Source: an optimization exercise on an open RTL-to-GDS flow (aim: small area and few clock cycles). Production flows keep margins and buffers that such runs may drop.
Function not checked in this run: the RTL went through the layout flow alone.
Power is estimated from default activity; no workload was simulated.

### design/flow/config.mk
export PLATFORM = sky130hd
export DESIGN_NAME = beast_deframer
export DESIGN_NICKNAME = beast_deframer
export VERILOG_FILES = /design/flow/design.v
export SDC_FILE = /design/flow/constraint.sdc
export NUM_CORES = 4
export LEC_CHECK = 0
export CAP_MARGIN = 20
export CORE_MARGIN = 2
export CORE_UTILIZATION = 40
export SLEW_MARGIN = 20
### design/flow/constraint.sdc
create_clock -name core_clock -period 5.0 [get_ports {clk}]
set_input_delay 1.0000 -clock core_clock [delete_from_list [all_inputs] [get_ports {clk}]]
set_output_delay 1.0000 -clock core_clock [all_outputs]
set_load 0.01 [all_outputs]
### design/flow/design.v
module beast_deframer (
    input  wire         clk,
    input  wire         rst,           
    input  wire         in_valid,
    output wire         in_ready,
    input  wire [1:0]   in_kind,       
    input  wire [7:0]   in_data,
    output wire         out_valid,
    input  wire         out_ready,
    output wire [2:0]   out_kind,
    output wire [47:0]  out_ts,
    output wire [7:0]   out_sig,
    output wire [7:0]   out_type,
    output wire [3:0]   out_plen,
    output wire [111:0] out_payload
);
    localparam [2:0] EV_FRAME       = 3'd0;
    localparam [2:0] EV_LONE_ESCAPE = 3'd1;
    localparam [2:0] EV_UNKNOWN     = 3'd2;
    localparam [2:0] EV_TRUNCATED   = 3'd3;
    localparam [2:0] EV_TRANSPORT   = 3'd4;
    localparam [2:0] EV_END         = 3'd5;
    localparam [2:0] S_AWAIT_ESC = 3'd0;
    localparam [2:0] S_TYPE      = 3'd1;
    localparam [2:0] S_BODY      = 3'd2;
    localparam [2:0] S_BODY_ESC  = 3'd3;
    localparam [2:0] S_END       = 3'd4;
    localparam [7:0] ESC = 8'h1A;
    reg  [2:0] st;
    reg  [4:0] cnt;         
    reg  [7:0] tbyte;       
    reg  [7:0] sr [0:20];   
    reg        pend;        
    reg        dbl;         
    reg  [2:0] kind;        
    wire t1 = !tbyte[1];
    wire t2 = tbyte[1] && !tbyte[0];
    wire t3 = tbyte[1] && tbyte[0];
    wire ended = (st == S_END);
    wire pop   = pend && out_ready;
    assign in_ready  = !pend || (out_ready && !dbl);
    assign out_valid = pend || ended;
    wire step = in_valid && in_ready;
    wire is_byte = (in_kind == 2'd0);
    wire is_eos  = (in_kind == 2'd1);
    wire is_esc  = (in_data == ESC);
    wire known   = (in_data[7:2] == 6'b001100) && (in_data[1:0] != 2'b00);
    wire last = t1 ? cnt[3] :
                t2 ? (cnt[3] && cnt[2] && cnt[0]) :
                     (cnt[4] && cnt[2]);
    reg  [2:0] st_n;
    reg        store;
    reg        ld_type;
    reg        ev;
    reg  [2:0] ev_kind;
    reg        ev_dbl;
    reg        clr_cnt;
    always @* begin
        st_n    = st;
        store   = 1'b0;
        ld_type = 1'b0;
        ev      = 1'b0;
        ev_kind = EV_FRAME;
        ev_dbl  = 1'b0;
        clr_cnt = 1'b0;
        if (!is_byte) begin
            st_n = S_END;
            if (is_eos) begin
                if (st != S_AWAIT_ESC && st != S_END) begin
                    ev      = 1'b1;
                    ev_kind = EV_TRUNCATED;
                end
            end else if (st != S_END) begin
                ev      = 1'b1;
                ev_kind = EV_TRANSPORT;
            end
        end else begin
            case (st)
                S_AWAIT_ESC: if (is_esc) st_n = S_TYPE;
                S_TYPE: begin
                    ld_type = 1'b1;
                    clr_cnt = 1'b1;
                    if (known) st_n = S_BODY;
                    else begin
                        ev      = 1'b1;
                        ev_kind = EV_UNKNOWN;
                        st_n    = S_AWAIT_ESC;
                    end
                end
                S_BODY: begin
                    if (is_esc) st_n = S_BODY_ESC;
                    else        store = 1'b1;
                end
                S_BODY_ESC: begin
                    if (is_esc) store = 1'b1;
                    else begin
                        ld_type = 1'b1;
                        clr_cnt = 1'b1;
                        ev      = 1'b1;
                        ev_kind = EV_LONE_ESCAPE;
                        if (known) st_n = S_BODY;
                        else begin
                            ev_dbl = 1'b1;
                            st_n   = S_AWAIT_ESC;
                        end
                    end
                end
                default: ;
            endcase
            if (store) begin
                if (last) begin
                    ev      = 1'b1;
                    ev_kind = EV_FRAME;
                    st_n    = S_AWAIT_ESC;
                end else begin
                    st_n = S_BODY;
                end
            end
        end
    end
    always @(posedge clk) begin
        if (rst) begin
            st   <= S_AWAIT_ESC;
            pend <= 1'b0;
            dbl  <= 1'b0;
        end else begin
            if (step) begin
                st   <= st_n;
                pend <= ev || (pend && !pop);
                dbl  <= ev_dbl;
            end else if (pop) begin
                pend <= dbl;
                dbl  <= 1'b0;
            end
        end
    end
    always @(posedge clk) begin
        if (step && ev)
            kind <= ev_kind;
        else if (pop && dbl)
            kind <= EV_UNKNOWN;
    end
    always @(posedge clk) begin
        if (step && ld_type)
            tbyte <= in_data;
    end
    always @(posedge clk) begin
        if (step && clr_cnt)
            cnt <= 5'd0;
        else if (step && store)
            cnt <= cnt + 5'd1;
    end
    integer i;
    always @(posedge clk) begin
        if (step && store) begin
            for (i = 0; i < 20; i = i + 1)
                sr[i] <= sr[i + 1];
            sr[20] <= t3 ? in_data : 8'h00;
            sr[13] <= t3 ? sr[14] : t2 ? in_data : 8'h00;
            sr[8]  <= t1 ? in_data : sr[9];
        end
    end
    assign out_kind = pend ? kind : EV_END;
    assign out_type = tbyte;
    assign out_plen = {t3, tbyte[1], 1'b1, t2};
    assign out_sig  = sr[6];
    assign out_ts   = {sr[0], sr[1], sr[2], sr[3], sr[4], sr[5]};
    genvar k;
    generate
        for (k = 0; k < 14; k = k + 1) begin : g_payload
            assign out_payload[111 - 8*k -: 8] = sr[7 + k];
        end
    endgenerate
endmodule
### design/flow/flow/run.sh
#!/bin/bash
# Standard ORFS layout with smaller port buffers and a clock tree without dummy loads.
set -euo pipefail
CTS="-sink_clustering_enable -repair_clock_nets -dont_use_dummy_load"
bash standard.sh \
  "BUFFER_PORTS_ARGS=-buffer_cell sky130_fd_sc_hd__buf_1" \
  "CTS_ARGS=$CTS" \
  finish > standard_flow.log 2>&1
### design/flow/standard.sh
#!/bin/bash
# synth_recipe.tcl (not shown) runs the flow's synth.tcl, then flattens the netlist and writes it again
# the make line also repeats each setting of config.mk as NAME=value (left out here)
make -C /OpenROAD-flow-scripts/flow DESIGN_CONFIG=/design/flow/config.mk WORK_HOME=/design/flow/orfs CLKGATE_MAP_FILE= SYNTH_SCRIPT=/design/flow/synth_recipe.tcl "${@:-finish}"
==> summary.txt <==
[worst max-delay path, stage by stage]
cell	delay [ns]
buf_1	0.17
nor4b_2	0.48
a21boi_2	0.18
or2_1	0.28
o31a_1	0.31
o31ai_1	0.43
[flip-flops by register name, indices dropped and copies added (netlist names)]
register	cells
st	3
dbl	1
kind	3
sr	168
tbyte	8
pend	1
cnt	5
[power breakdown]
group / switching (mW) / internal, mW / total, mW
sequential: 0.00405 / 1.71 / 1.72
clock: 0.478 / 0.591 / 1.07
combinational: 0.0278 / 0.0162 / 0.0440
[final timing paths]
| kind | startpoint | end | depth (start not counted) |
|---|---|---|---|
| setup / recovery | in_data[2] | kind[2] | 6 |
| hold / removal | sr[4][5] | sr[3][5] | 0 |
| setup reg to reg | st[1] | cnt[1] | 6 |
| hold reg to reg | sr[4][5] | sr[3][5] | 0 |
[cells in the final DEF, fill, tap and decap left out, drive strengths merged, types with 3 or more instances in the layout]
cell    count
clkbuf     17
nand2b      9
mux2        8
edfxtp    179
a21oi       8
o21ai       4
inv         6
nor2b      12
nor4b       3
nor2       11
nor3        5
and3       12
o31ai       3
dfxtp      10
nand2       7
buf       200
mux2i      11
and2        3
[Yosys cell counts, types with 2 or more instances]
cell / number
nor2b_1: 12
nor4b_2: 2
inv_1: 6
nor2_1: 10
a31oi_1: 2
buf_2: 2
nand2_1: 7
nand3_1: 2
o31ai_1: 2
buf_4: 4
and2_1: 3
o21ai_0: 3
mux2i_1: 11
nor3_1: 4
clkbuf_1: 7
o31a_1: 2
and3_1: 10
and3_2: 2
a21oi_1: 8
edfxtp_1: 179
nand2b_1: 9
xnor2_1: 2
dfxtp_1: 10
mux2_2: 8
[through the flow]
stage / instance area (um2) / hold slack, ns / util, % / TNS [ns] / total power, mW
floorplan: 6620 / 0.452 / - / -177.50 / 1.78
global placement: 7570 / 0.430 / 47.3 / 0 / 1.79
detailed placement: 7570 / 0.431 / 47.3 / 0 / 1.79
CTS: 8000 / 0.442 / 50.0 / 0 / 2.86
global route: 8000 / 0.452 / 50.0 / 0 / 2.93
finish: 8000 / 0.437 / 50.0 / 0 / 2.83
[cell type report]
type | count | area share, %
Timing Repair Buffer | 200 | 9.68
Tap cell | 216 | 3.38
Sequential cell | 189 | 69.7
Clock buffer | 17 | 5.32
Multi-Input combinational cell | 124 | 11.6
Inverter | 6 | 0.282
[layer usage]
metal	share of wire (%)	global-route usage (%)	vias to the layer above	wire length, um
li1	-	-	1678	-
met1	45	21.3	1817	6150
met2	46	23.9	177	6290
met3	8.5	6.04	11	1160
met4	0.90	4.84	0	124
met5	0	0	-	0
[logic make-up after synthesis]
kind of cell / after synthesis / synth area share (%)
fa+ha+maj: 1 / 0.190
flops: 189 / 84.8
compound gates: 29 / 3.24
other cells: 1 / 0.0571
simple gates: 72 / 6.95
mux: 19 / 3.05
buf+inv: 20 / 1.43
xor+xnor: 2 / 0.267
==> reports/qor.txt <==
Status - timing/DRC/antenna clean
GPL Wtd Cong - 0.921
Post-synth EDFFs - 179
Slew Viols, Final - 0
# IOs - 199
Vias in the first global route - 3,643
Leading area contributor after synthesis - edfxtp_1
YS warnings - 2
Clock buffer depth - 2
Reg clk slew, reported paths - 0.06 ns
Critical path class - in2reg
Total track usage - 15.8%
Flops & latches, synth - 189
Post-CTS setup repair buffer count - 0
Inst Count DP - 735
CTS resizes - 0
Ys async rst share - 0%
Ratio of cells with drive above 1 in the final layout - 7.46%
Nets - 553
Area of the multi-input gates - 931 um2
Die area - 0.0175 mm2
P_leak - 2.53 nW
Wire per inst - 18.3 um
Worst min-delay path category - reg2reg
Routed Antenna Nets - 0
Net count after synthesis - 348
CTS tree - yes
Post-Layout Cell Count - 752
Starting Density - 41.1%
Synthesized cell area - 0.00657 mm2
CP Launch Type - primary input
Min cycle time layout - 2.78 ns
PwrDens - 354 mW/mm2
CTS root buf - clkbuf_16
Fmax - 359 MHz
Largest net degree at the start of global routing - 173
Drt first pass iters - 6
Chip Height - 132 um
RSZ-0062 raised after global routing - no
# DRC - 0
Total detailed-routing wirelength - 13.7 mm
Synth Area per Inst - 19.7 um2
Die width - 132 um
Worst Tran Pin Value - 0.946 ns
CP Capture Type - flop
Layout area overhead - 21.7%
Final-report hold violation count - 0
Finish-stage setup viols - 0
Yosys cell types - 50
First-pass GRT wire length - 21.1 mm
Post-synthesis sequential area ratio - 84.8%
Critical Path RT - 5.06 ns
Register area - 0.00558 mm2
Hold_buf cts - 0
Worst-Skew Late Latency - 0.42 ns
Slew HR - 36.6%
Initial antenna violation count - 0
Gr ovfl total - 0
Via count - 3,683
FILL cells - 1,416
Number of CTS-inserted buffers - 17
Clock sink total - 189
Syn Inst Count - 333
Final WS setup - 2.22 ns
Final Cycle Share - 55.7%
Clk_skew - 0.0244 ns
Rows - 46
Worst vdd ir - 0.000251 V
Max_cap viols - 0
R2r setup slk - 2.63 ns
Antenna cell count - 0
H-tree depth - 4
Worst endpoint data arrival time - 2.85 ns
Yosys top cell area share - 81.8%
Vias per cell - 4.90
DP HPWL - 9.42 mm
Worst-path maximum fanout - 6
Detailed router's first-iteration violation count - 336
Synth area leaders - edfxtp_1 82%, dfxtp_1 3.0%, mux2i_1 1.7%
Core ar. - 0.0160 mm2
Input/output buffers - 197
Dpl ws - 1.72 ns
Ys flop type - edfxtp_1

==> what the ideal ports hide <==
The results above use ideal ports. As a check the final layout listed here was re-extracted and re-timed, cells and wires unchanged. Step 1, drivers: a clkbuf_16 drives clk and a buf_2 each remaining input, both assumed. Step 2 moves the port delays by t, midway between the first and last clock arrival at a register: inputs arrive t later, outputs are due t later. That takes back most of the time a late clock gives input paths. Three values: ideal ports, drivers, drivers and shift; two values: the first two.
t, ns: 0.450
slack for setup (ns): 2.217 / 2.230 / 1.780
cell pins on the clock port's net: 1
After both steps setup and hold are still met in this run. The setup slack of this run moves by +0.013 ns with the drivers and by -0.437 ns with both steps.
